This design comes from an exercise in tuning for small area, a short achievable clock period and few clock cycles on the open sky130 flow, not from production work. At most, simulation tests tie the RTL to the original design; equivalence was not proved. The clock input has no modelled driver; a real chip could not lean on it and would need a root buffer or a full tree. Power is estimated from default activity; no workload was simulated.

## build 29
## daly_rx
module daly_rx (
    input  wire        clk,
    input  wire        rst,
    input  wire        start_valid,
    output wire        start_ready,
    input  wire [7:0]  start_cmd,
    input  wire [7:0]  start_n,
    input  wire        start_w2,
    input  wire [7:0]  start_count,
    input  wire        rx_valid,
    output wire        rx_ready,
    input  wire [7:0]  rx_data,
    input  wire        rx_last,
    input  wire        rx_ctl,
    output wire        item_valid,
    input  wire        item_ready,
    output wire [15:0] item_data,
    output wire        log_valid,
    output wire        log_kind,
    output wire [7:0]  log_a,
    output wire [7:0]  log_b,
    output wire        done,
    output wire [7:0]  done_frames,
    output wire [7:0]  done_items,
    output wire [2:0]  done_detail
);
export LEC_CHECK = 0
export ABC_AREA = 1
export CAP_MARGIN = 20
export CORE_MARGIN = 2
export CORE_UTILIZATION = 55
export PLACE_DENSITY = 0.65
export SETUP_SLACK_MARGIN = 4.45
export SLEW_MARGIN = 20
create_clock -name core_clock -period 6.5 [get_ports {clk}]
standard.sh (not shown) runs the stock make flow with config.mk's settings and CLKGATE_MAP_FILE= SYNTH_SCRIPT=/design/flow/synth_recipe.tcl, a recipe that flattens the netlist after the stock synthesis.
==> flow/flow/run.sh <==
#!/bin/bash
# The standard ORFS layout, with two changes: the ports get plain buf_2
# buffers, and the clock tree is built by hand (flow/manual_cts_inv.tcl, run as
# ORFS's PRE_CTS hook) as two levels of clkinv_16 inverters.
set -euo pipefail
here=$(cd "$(dirname "${BASH_SOURCE[0]}")" && pwd)
export BUFFER_PORTS_ARGS="-buffer_cell sky130_fd_sc_hd__buf_2"
export PRE_CTS_TCL="$here/manual_cts_inv.tcl"
bash standard.sh > standard.log 2>&1
==> flow/flow/manual_cts_inv.tcl <==
# PRE_CTS_TCL hook: builds the clock tree by hand and leaves ORFS's
# clock_tree_synthesis with nothing to do. The clock port drives four root
# clkinv_16 inverters; each drives two leaf clkinv_16 inverters, and each
# leaf drives the flip-flops of one placement region (regions made by
# splitting the flip-flops at the median, along the wider side, again and
# again). Every register sits two inversions from the clock port, so it
# sees the clock's own polarity. The rest of the CTS step (legalizing,
# timing repair) runs as usual.

# Splits items {x y ...} into k groups by recursive median bisection.
proc mct_bisect {items k} {
  if {$k <= 1 || [llength $items] < 2} { return [list $items] }
  set xs [lsort -integer [lmap i $items {lindex $i 0}]]
  set ys [lsort -integer [lmap i $items {lindex $i 1}]]
  set dx [expr {[lindex $xs end] - [lindex $xs 0]}]
  set dy [expr {[lindex $ys end] - [lindex $ys 0]}]
  set sorted [lsort -integer -index [expr {$dx >= $dy ? 0 : 1}] $items]
  set k1 [expr {$k / 2}]
  set n1 [expr {[llength $sorted] * $k1 / $k}]
  return [concat [mct_bisect [lrange $sorted 0 [expr {$n1 - 1}]] $k1] \
                 [mct_bisect [lrange $sorted $n1 end] [expr {$k - $k1}]]]
}

proc mct_centroid {grp} {
  set sx 0
  set sy 0
  foreach s $grp {
    incr sx [lindex $s 0]
    incr sy [lindex $s 1]
  }
  return [list [expr {$sx / [llength $grp]}] [expr {$sy / [llength $grp]}]]
}

proc mct_add_buf {block master name loc innet} {
  set inst [odb::dbInst_create $block $master $name]
  $inst setLocation {*}$loc
  $inst setPlacementStatus PLACED
  set net [odb::dbNet_create $block "${name}_net"]
  $net setSigType CLOCK
  [$inst findITerm A] connect $innet
  [$inst findITerm $::mct_out] connect $net
  return $net
}

proc manual_clock_tree {nroot nleaf bufname} {
  set block [ord::get_db_block]
  set master [[ord::get_db] findMaster $bufname]
  set clknet [$block findNet clk]
  set sinks {}
  foreach it [$clknet getITerms] {
    lassign [[$it getInst] getLocation] x y
    lappend sinks [list $x $y $it]
  }
  set leaves [mct_bisect $sinks $nleaf]
  set litems {}
  set i 0
  foreach grp $leaves {
    lappend litems [list {*}[mct_centroid $grp] $i]
    incr i
  }
  set r 0
  foreach rgrp [mct_bisect $litems $nroot] {
    set rnet [mct_add_buf $block $master "clkinvroot_$r" [mct_centroid $rgrp] $clknet]
    foreach l $rgrp {
      set i [lindex $l 2]
      set grp [lindex $leaves $i]
      set lnet [mct_add_buf $block $master "clkinvleaf_$i" [lrange $l 0 1] $rnet]
      foreach s $grp {
        set it [lindex $s 2]
        $it disconnect
        $it connect $lnet
      }
      puts "manual clock tree: clkinvroot_$r -> clkinvleaf_$i -> [llength $grp] clock pins"
    }
    incr r
  }
}

set ::mct_out Y
manual_clock_tree 4 8 sky130_fd_sc_hd__clkinv_16
set_propagated_clock [all_clocks]
rename clock_tree_synthesis orfs_clock_tree_synthesis_unused
proc clock_tree_synthesis {args} {
  puts "clock_tree_synthesis skipped: the clock tree was built by the PRE_CTS hook"
}
# cts.tcl runs repair_clock_inverters after this hook; it would clone the
# tree's inverters next to every register. The design has no other clock
# inverters, so it has nothing else to do.
rename repair_clock_inverters orfs_repair_clock_inverters_unused
proc repair_clock_inverters {args} {
  puts "repair_clock_inverters skipped: the clock tree was built by the PRE_CTS hook"
}
Build 29 went all the way through synthesis, placement and routing and the layout is clean on timing, DRC and antenna.
Testbench counts of build 29, summed over its fixed seeds: cycles 56,088.
Here is what was changed in the inputs of build 76 compared with build 29.
diff --git a/flow/config.mk b/flow/config.mk
--- a/flow/config.mk
+++ b/flow/config.mk
@@ -9,6 +9,6 @@
 export CAP_MARGIN = 20
 export CORE_MARGIN = 2
-export CORE_UTILIZATION = 55
-export PLACE_DENSITY = 0.65
-export SETUP_SLACK_MARGIN = 4.45
+export CORE_UTILIZATION = 45
+export PLACE_DENSITY = 0.6
+export SETUP_SLACK_MARGIN = 4.4
 export SLEW_MARGIN = 20
==> comparison <==
Summary — number of global-route vias before repair, build 76 relative to build 29: lower, by 278. Per the comparison of build 76 with build 29, cell count grew by about 2.3%; proportion of power drawn by the clock network grew by 0.6 points; number of setup violations in the final report held steady; setup slack shrank by 0.051 ns; number of cells on the critical path grew by 3. | arrival time reported for the critical path endpoint | build 76 vs build 29 | 1.15 ns higher |. Build 76: final worst-path cycle share higher than build 29. Compared to build 29, the router laid down less metal wire for build 76. [build 76 vs build 29] DRC violation total after the first TritonRoute iteration: lower in build 76.
For build 95, these inputs were changed with respect to build 76:
diff --git a/flow/config.mk b/flow/config.mk
--- a/flow/config.mk
+++ b/flow/config.mk
@@ -9,6 +9,6 @@
 export CAP_MARGIN = 20
 export CORE_MARGIN = 2
-export CORE_UTILIZATION = 45
-export PLACE_DENSITY = 0.6
-export SETUP_SLACK_MARGIN = 4.4
+export CORE_UTILIZATION = 55
+export PLACE_DENSITY = 0.65
+export SETUP_SLACK_MARGIN = 4.37
 export SLEW_MARGIN = 20
[summary]
Build 95 closes out successfully: all stages finished, all timing, DRC and antenna checks passed. Leakage power (lower): build 76. Build 95 vs build 76: length of routed met3 wiring up. Across both runs, overall power of the completed layout was higher for build 95 than for build 76. On transition at the pin with the smallest max-transition slack: build 95 sits below build 76. Relative to build 76, the post-route minimum period of build 95 is higher by 0.023 ns. Diff build 76 -> build 95: routed wire length went up by 5.9%, cell area shows an increase of 30 um2, sequential share of cell area saw little to no change, detail-routed via count per cell +7.2%, areal power density over the cells has increased. On number of multi-input combinational cells in the layout, build 76 tracks build 95 almost exactly.
--- input diff build 95..build 77 ---
diff --git a/flow/flow/manual_cts_inv.tcl b/flow/flow/manual_cts_inv.tcl
--- a/flow/flow/manual_cts_inv.tcl
+++ b/flow/flow/manual_cts_inv.tcl
@@ -3,6 +3,6 @@
 # clkinv_16 inverters; each drives two leaf clkinv_16 inverters, and each
 # leaf drives the flip-flops of one placement region (regions made by
-# splitting the flip-flops at the median, along the wider side, again and
-# again). Every register sits two inversions from the clock port, so it
+# splitting the flip-flops at the median, along the wider side, three
+# times). Every register sits two inversions from the clock port, so it
 # sees the clock's own polarity. The rest of the CTS step (legalizing,
 # timing repair) runs as usual.
diff --git a/flow/config.mk b/flow/config.mk
--- a/flow/config.mk
+++ b/flow/config.mk
@@ -11,4 +11,4 @@
 export CORE_UTILIZATION = 55
 export PLACE_DENSITY = 0.65
-export SETUP_SLACK_MARGIN = 4.37
+export SETUP_SLACK_MARGIN = 4.4
 export SLEW_MARGIN = 20
## What came out
Build 95 ended up with start_valid as its worst setup path startpoint; build 77 ended up with start_n[6]. In build 77 the power per unit of standard cell area turned out 6.0 nW/um2 higher than in build 95. Detailed-route wire length (build 77 / build 95): 0.919. Looking only at number of cells in the finished layout apart from fillers, and setting everything else aside, the higher value of build 77 and build 95 goes to build 95. The run with more setup slack is build 77; build 95 has less. Post-route clock period utilization, build 77 and build 95: lower on build 77. Build 77 ended with less met1 layer usage reported by global route than build 95.
Setup changes, build 77 to build 34
diff --git a/flow/flow/manual_cts_inv.tcl b/flow/flow/manual_cts_inv.tcl
--- a/flow/flow/manual_cts_inv.tcl
+++ b/flow/flow/manual_cts_inv.tcl
@@ -3,6 +3,6 @@
 # clkinv_16 inverters; each drives two leaf clkinv_16 inverters, and each
 # leaf drives the flip-flops of one placement region (regions made by
-# splitting the flip-flops at the median, along the wider side, three
-# times). Every register sits two inversions from the clock port, so it
+# splitting the flip-flops at the median, along the wider side, again and
+# again). Every register sits two inversions from the clock port, so it
 # sees the clock's own polarity. The rest of the CTS step (legalizing,
 # timing repair) runs as usual.
diff --git a/flow/config.mk b/flow/config.mk
--- a/flow/config.mk
+++ b/flow/config.mk
@@ -9,6 +9,6 @@
 export CAP_MARGIN = 20
 export CORE_MARGIN = 2
-export CORE_UTILIZATION = 55
-export PLACE_DENSITY = 0.65
+export CORE_UTILIZATION = 65
+export PLACE_DENSITY = 0.72
 export SETUP_SLACK_MARGIN = 4.4
 export SLEW_MARGIN = 20
### Flow results
Any difference in clock skew between build 77 and build 34 is small enough to ignore. Global-route usage for build 34: 6.4 points up relative to build 77. Summary: with build 77 as the reference, inverter count in build 34 moved up slightly. Row proportion of power drawn by combinational gates: build 34 higher / build 77 lower. [compare] base=build 77 new=build 34: detailed route wirelength on metal3 went up; final standard cell utilization of the core went up; leakage component of the power went up.
No run of this note takes its clock network from TritonCTS; it comes from the design's own scripts or RTL.

========
Setup of job 101:
Another version of the RTL of daly_rx (not shown whole).
Size in the first run: roughly 97 I/O pins, roughly 0.0082 sq mm of cells after synthesis.
clock: 6.5 ns
lec_check: 0
cap_margin: 20
core_margin: 2
core_utilization: 40
place_density: 0.6
setup_slack_margin: 3.8
slew_margin: 20
run.sh (not shown) runs the stock make flow with config.mk's settings and CLKGATE_MAP_FILE= SYNTH_SCRIPT=/design/flow/synth_recipe.tcl, a recipe that flattens the netlist after the stock synthesis.
Stock flow here: none of the scripts above is used.
Job 101 finished every step from synthesis to the final layout, and the layout passed the timing, design-rule and antenna checks.
> inputs changed (job 101 -> job 102)
- a change of SETUP_SLACK_MARGIN from 3.8 to 4.2
--- outcome ---
Job 102 vs job 101: wire length on met2 down in job 102. In job 102 the worst setup timing slack at the placement stage turned out 0.15 ns higher than in job 101. Between job 102 and job 101, the HPWL after detailed placement figures differ only marginally.
Function was not checked in any run of this note: the RTL went through the layout flow alone.

========
== old ==
Another version of the RTL of daly_rx (not shown whole).
Size in the first run: roughly 730 cells after synthesis, about 160 flip-flops, ~97 I/O pins, about 7900 µm² of cells after synthesis.
==> flow/config.mk <==
export PLATFORM = sky130hd
export DESIGN_NAME = daly_rx
export DESIGN_NICKNAME = daly_rx
export VERILOG_FILES = /design/flow/design.v
export SDC_FILE = /design/flow/constraint.sdc
export NUM_CORES = 4
export LEC_CHECK = 0
export CAP_MARGIN = 20
export CORE_MARGIN = 2
export CORE_UTILIZATION = 55
export PLACE_DENSITY = 0.65
export SETUP_SLACK_MARGIN = 4.2
export SLEW_MARGIN = 20
==> flow/constraint.sdc <==
create_clock -name core_clock -period 6.5 [get_ports {clk}]
set_input_delay 1.3000 -clock core_clock [delete_from_list [all_inputs] [get_ports {clk}]]
set_output_delay 1.3000 -clock core_clock [all_outputs]
set_load 0.01 [all_outputs]
standard.sh (not shown) runs the stock make flow with config.mk's settings and CLKGATE_MAP_FILE= SYNTH_SCRIPT=/design/flow/synth_recipe.tcl, a recipe that flattens the netlist after the stock synthesis.
==> flow/flow/run.sh <==
#!/bin/bash
# Standard ORFS layout, with plain buffers on the ports, no dummy clock loads
# and larger sink clusters.
set -euo pipefail
export BUFFER_PORTS_ARGS="-buffer_cell sky130_fd_sc_hd__buf_2"
export CTS_ARGS="-sink_clustering_enable -repair_clock_nets -dont_use_dummy_load -sink_clustering_size 40 -sink_clustering_max_diameter 120 -buf_list sky130_fd_sc_hd__clkbuf_8"
bash standard.sh > standard.log 2>&1
Input changes introduced in new (baseline for comparison: old):
Settings: SETUP_SLACK_MARGIN now 4.35, was 4.2.
Results
Compared to old, the routing of new uses more wire.
Non-clock buffer instance count of the final layout: new and old compared, higher one is new
Relative to old, final area increased by 9.7% in new.
Data required time of the worst path essentially unchanged between new and old.
On non-clock buffer contribution to total cell area, the lower figure sits with old, not new.
Looking only at flip-flop and latch area, and setting everything else aside, the higher value of new and old goes to new.
Diff new..old | number of stages on the worst setup path | unchanged
Relative to old, arrival time at the worst endpoint has gone down in new.
Share of power burned in the clock network in new is 0.5 points lower than in old
Function was not checked in any run of this note: the RTL went through the layout flow alone.

========
run A:
Another version of the RTL of daly_rx (not shown whole).
Size: about 690 cells after synthesis, roughly 170 flip-flops, about 97 I/O pins, roughly 7600 um^2 of cells after synthesis.
export LEC_CHECK = 0
export CAP_MARGIN = 20
export CORE_MARGIN = 2
export CORE_UTILIZATION = 55
export PLACE_DENSITY = 0.65
export SETUP_SLACK_MARGIN = 4.45
export SLEW_MARGIN = 20
create_clock -name core_clock -period 6.5 [get_ports {clk}]
==> flow/flow/run.sh <==
#!/bin/bash
# The standard ORFS layout, with two changes: the ports get plain buf_2
# buffers, and the clock tree is built by hand (flow/manual_cts_inv.tcl, run as
# ORFS's PRE_CTS hook) as two levels of clkinv_16 inverters.
set -euo pipefail
here=$(cd "$(dirname "${BASH_SOURCE[0]}")" && pwd)
export BUFFER_PORTS_ARGS="-buffer_cell sky130_fd_sc_hd__buf_2"
export PRE_CTS_TCL="$here/manual_cts_inv.tcl"
bash standard.sh > standard.log 2>&1
==> flow/flow/manual_cts_inv.tcl <==
# PRE_CTS_TCL hook: builds the clock tree by hand and leaves ORFS's
# clock_tree_synthesis with nothing to do. The clock port drives four root
# clkinv_16 inverters; each drives two leaf clkinv_16 inverters, and each
# leaf drives the flip-flops of one placement region (regions made by
# splitting the flip-flops at the median, along the wider side, three
# times). Every register sits two inversions from the clock port, so it
# sees the clock's own polarity. The rest of the CTS step (legalizing,
# timing repair) runs as usual.

# Splits items {x y ...} into k groups by recursive median bisection.
proc mct_bisect {items k} {
  if {$k <= 1 || [llength $items] < 2} { return [list $items] }
  set xs [lsort -integer [lmap i $items {lindex $i 0}]]
  set ys [lsort -integer [lmap i $items {lindex $i 1}]]
  set dx [expr {[lindex $xs end] - [lindex $xs 0]}]
  set dy [expr {[lindex $ys end] - [lindex $ys 0]}]
  set sorted [lsort -integer -index [expr {$dx >= $dy ? 0 : 1}] $items]
  set k1 [expr {$k / 2}]
  set n1 [expr {[llength $sorted] * $k1 / $k}]
  return [concat [mct_bisect [lrange $sorted 0 [expr {$n1 - 1}]] $k1] \
                 [mct_bisect [lrange $sorted $n1 end] [expr {$k - $k1}]]]
}

proc mct_centroid {grp} {
  set sx 0
  set sy 0
  foreach s $grp {
    incr sx [lindex $s 0]
    incr sy [lindex $s 1]
  }
  return [list [expr {$sx / [llength $grp]}] [expr {$sy / [llength $grp]}]]
}

proc mct_add_buf {block master name loc innet} {
  set inst [odb::dbInst_create $block $master $name]
  $inst setLocation {*}$loc
  $inst setPlacementStatus PLACED
  set net [odb::dbNet_create $block "${name}_net"]
  $net setSigType CLOCK
  [$inst findITerm A] connect $innet
  [$inst findITerm $::mct_out] connect $net
  return $net
}

proc manual_clock_tree {nroot nleaf bufname} {
  set block [ord::get_db_block]
  set master [[ord::get_db] findMaster $bufname]
  set clknet [$block findNet clk]
  set sinks {}
  foreach it [$clknet getITerms] {
    lassign [[$it getInst] getLocation] x y
    lappend sinks [list $x $y $it]
  }
  set leaves [mct_bisect $sinks $nleaf]
  set litems {}
  set i 0
  foreach grp $leaves {
    lappend litems [list {*}[mct_centroid $grp] $i]
    incr i
  }
  set r 0
  foreach rgrp [mct_bisect $litems $nroot] {
    set rnet [mct_add_buf $block $master "clkinvroot_$r" [mct_centroid $rgrp] $clknet]
    foreach l $rgrp {
      set i [lindex $l 2]
      set grp [lindex $leaves $i]
      set lnet [mct_add_buf $block $master "clkinvleaf_$i" [lrange $l 0 1] $rnet]
      foreach s $grp {
        set it [lindex $s 2]
        $it disconnect
        $it connect $lnet
      }
      puts "manual clock tree: clkinvroot_$r -> clkinvleaf_$i -> [llength $grp] clock pins"
    }
    incr r
  }
}

set ::mct_out Y
manual_clock_tree 4 8 sky130_fd_sc_hd__clkinv_16
set_propagated_clock [all_clocks]
rename clock_tree_synthesis orfs_clock_tree_synthesis_unused
proc clock_tree_synthesis {args} {
  puts "clock_tree_synthesis skipped: the clock tree was built by the PRE_CTS hook"
}
# cts.tcl runs repair_clock_inverters after this hook; it would clone the
# tree's inverters next to every register. The design has no other clock
# inverters, so it has nothing else to do.
rename repair_clock_inverters orfs_repair_clock_inverters_unused
proc repair_clock_inverters {args} {
  puts "repair_clock_inverters skipped: the clock tree was built by the PRE_CTS hook"
}
Run A: PASS, flow complete, no timing, DRC or antenna violations
--- input diff run A..run B ---
- setting ABC_AREA to 1 for the first time
- changing PLACE_DENSITY from 0.65 to 0.5
- changing SETUP_SLACK_MARGIN from 4.45 to 4.42
-- flow/flow/manual_cts_inv.tcl --
<<< run A, line 3
# clkinv_16 inverters; each drives two leaf clkinv_16 inverters, and each
# leaf drives the flip-flops of one placement region (regions made by
# splitting the flip-flops at the median, along the wider side, three
# times). Every register sits two inversions from the clock port, so it
# sees the clock's own polarity. The rest of the CTS step (legalizing,
# timing repair) runs as usual.
>>> run B, line 3
# clkinv_16 inverters; each drives two leaf clkinv_16 inverters, and each
# leaf drives the flip-flops of one placement region (regions made by
# splitting the flip-flops at the median, along the wider side, again and
# again). Every register sits two inversions from the clock port, so it
# sees the clock's own polarity. The rest of the CTS step (legalizing,
# timing repair) runs as usual.
--- outcome ---
- In the metrics for run B and run A, the one carrying the higher depth of the worst register-to-register path is run B.
- Side by side, number of design-rule violations left by the first detailed-router iteration turned out lower in run B than in run A.
- The portion of total power attributed to combinational logic reported for run B is greater than that of run A by 1.7 points.
- On post-placement setup slack, run B does worse than run A.
- Area share of xor/xnor cells in the synthesized design is lower on run B
- Re fraction of area in registers: run B is 1.3 points down on run A.
- Final cell area: run B above run A
- Run B vs run A, global-route usage over all layers went up by 1.1 points.
- Run B — setup slack 120 ps higher, run A as reference
- The proportion of power drawn by flip-flops and latches of run B falls short of that of run A by 1.1 points.
--- input diff run B..run C ---
- swapping 4.42 for 4.45 in SETUP_SLACK_MARGIN
- swapping 0.5 for 0.65 in PLACE_DENSITY
-- flow/flow/manual_cts_inv.tcl --
<<< run B, line 3
# clkinv_16 inverters; each drives two leaf clkinv_16 inverters, and each
# leaf drives the flip-flops of one placement region (regions made by
# splitting the flip-flops at the median, along the wider side, again and
# again). Every register sits two inversions from the clock port, so it
# sees the clock's own polarity. The rest of the CTS step (legalizing,
# timing repair) runs as usual.
>>> run C, line 3
# clkinv_16 inverters; each drives two leaf clkinv_16 inverters, and each
# leaf drives the flip-flops of one placement region (regions made by
# splitting the flip-flops at the median, along the wider side, three
# times). Every register sits two inversions from the clock port, so it
# sees the clock's own polarity. The rest of the CTS step (legalizing,
# timing repair) runs as usual.
==> comparison <==
Run C was carried through to the last stage, and its layout satisfied the timing, design-rule and antenna checks.
Against run B, largest voltage drop on the vdd net in run C came out better.
Status: clock-pin transition on the worst setup and hold timing paths parity (run B, run C)
Area: run C vs run B -> run C smaller
Cell count: run C lower than run B
Re detailed-routing iteration count for the pre-antenna-repair pass: no difference whatsoever between run C and run B.
Re power share of the sequential group: run B and run C aren't equal, and the higher value belongs to run C.
The run showing the greater total number of cells along the worst setup path is run B.
No run of this note included a check of the RTL's function; only the layout flow was run. No run of this note takes its clock network from TritonCTS; it comes from the design's own scripts or RTL.

port drivers added, routing unchanged:
Ports are ideal in the flow. The routed layouts listed here were re-timed in OpenROAD.
Step 1, drivers: a clkbuf_16 drives clk and a buf_2 each remaining input, both assumed.
Step 2 adds t to the input delays and takes it off the output delays; t is the mean of the earliest and latest rising clock arrival at the registers after step 1. Input paths then give back, and output paths get back, about the clock's delay inside the block.
Slacks: no drivers / after step 1 / after step 2; pairs: no drivers / after step 1.
| run | shift t [ns] | slack for setup (ns) | worst register clock-pin slew, ns | worst slew at a driven data input, ns | pins driven straight from the clock port |
|---|---|---|---|---|---|
| build 29 | 0.357 | 4.423 / 4.202 / 4.243 | 0.06 / 0.06 | 0.05 | 4 |
| build 76 | 0.349 | 4.372 / 4.254 / 4.215 | 0.05 / 0.06 | 0.05 | 4 |
| build 95 | 0.345 | 4.349 / 4.252 / 4.170 | 0.06 / 0.06 | 0.06 | 4 |
| build 77 | 0.349 | 4.384 / 4.245 / 4.215 | 0.06 / 0.06 | 0.05 | 4 |
| build 34 | 0.343 | 4.358 / 4.226 / 4.202 | 0.05 / 0.06 | 0.05 | 4 |
| job 101 | 0.462 | 3.839 / 3.798 / 3.458 | 0.07 / 0.07 | 0.04 | 1 |
| job 102 | 0.473 | 4.112 / 4.123 / 3.650 | 0.07 / 0.07 | 0.04 | 1 |
| old | 0.482 | 4.042 / 4.034 / 3.552 | 0.09 / 0.09 | 0.06 | 1 |
| new | 0.487 | 4.132 / 4.129 / 3.642 | 0.09 / 0.09 | 0.06 | 1 |
| run A | 0.350 | 4.246 / 4.121 / 4.057 | 0.06 / 0.06 | 0.06 | 4 |
| run B | 0.350 | 4.366 / 4.233 / 4.163 | 0.05 / 0.06 | 0.06 | 4 |
| run C | 0.352 | 4.431 / 4.250 / 4.257 | 0.06 / 0.06 | 0.05 | 4 |
After both steps every run listed still meets setup and hold.
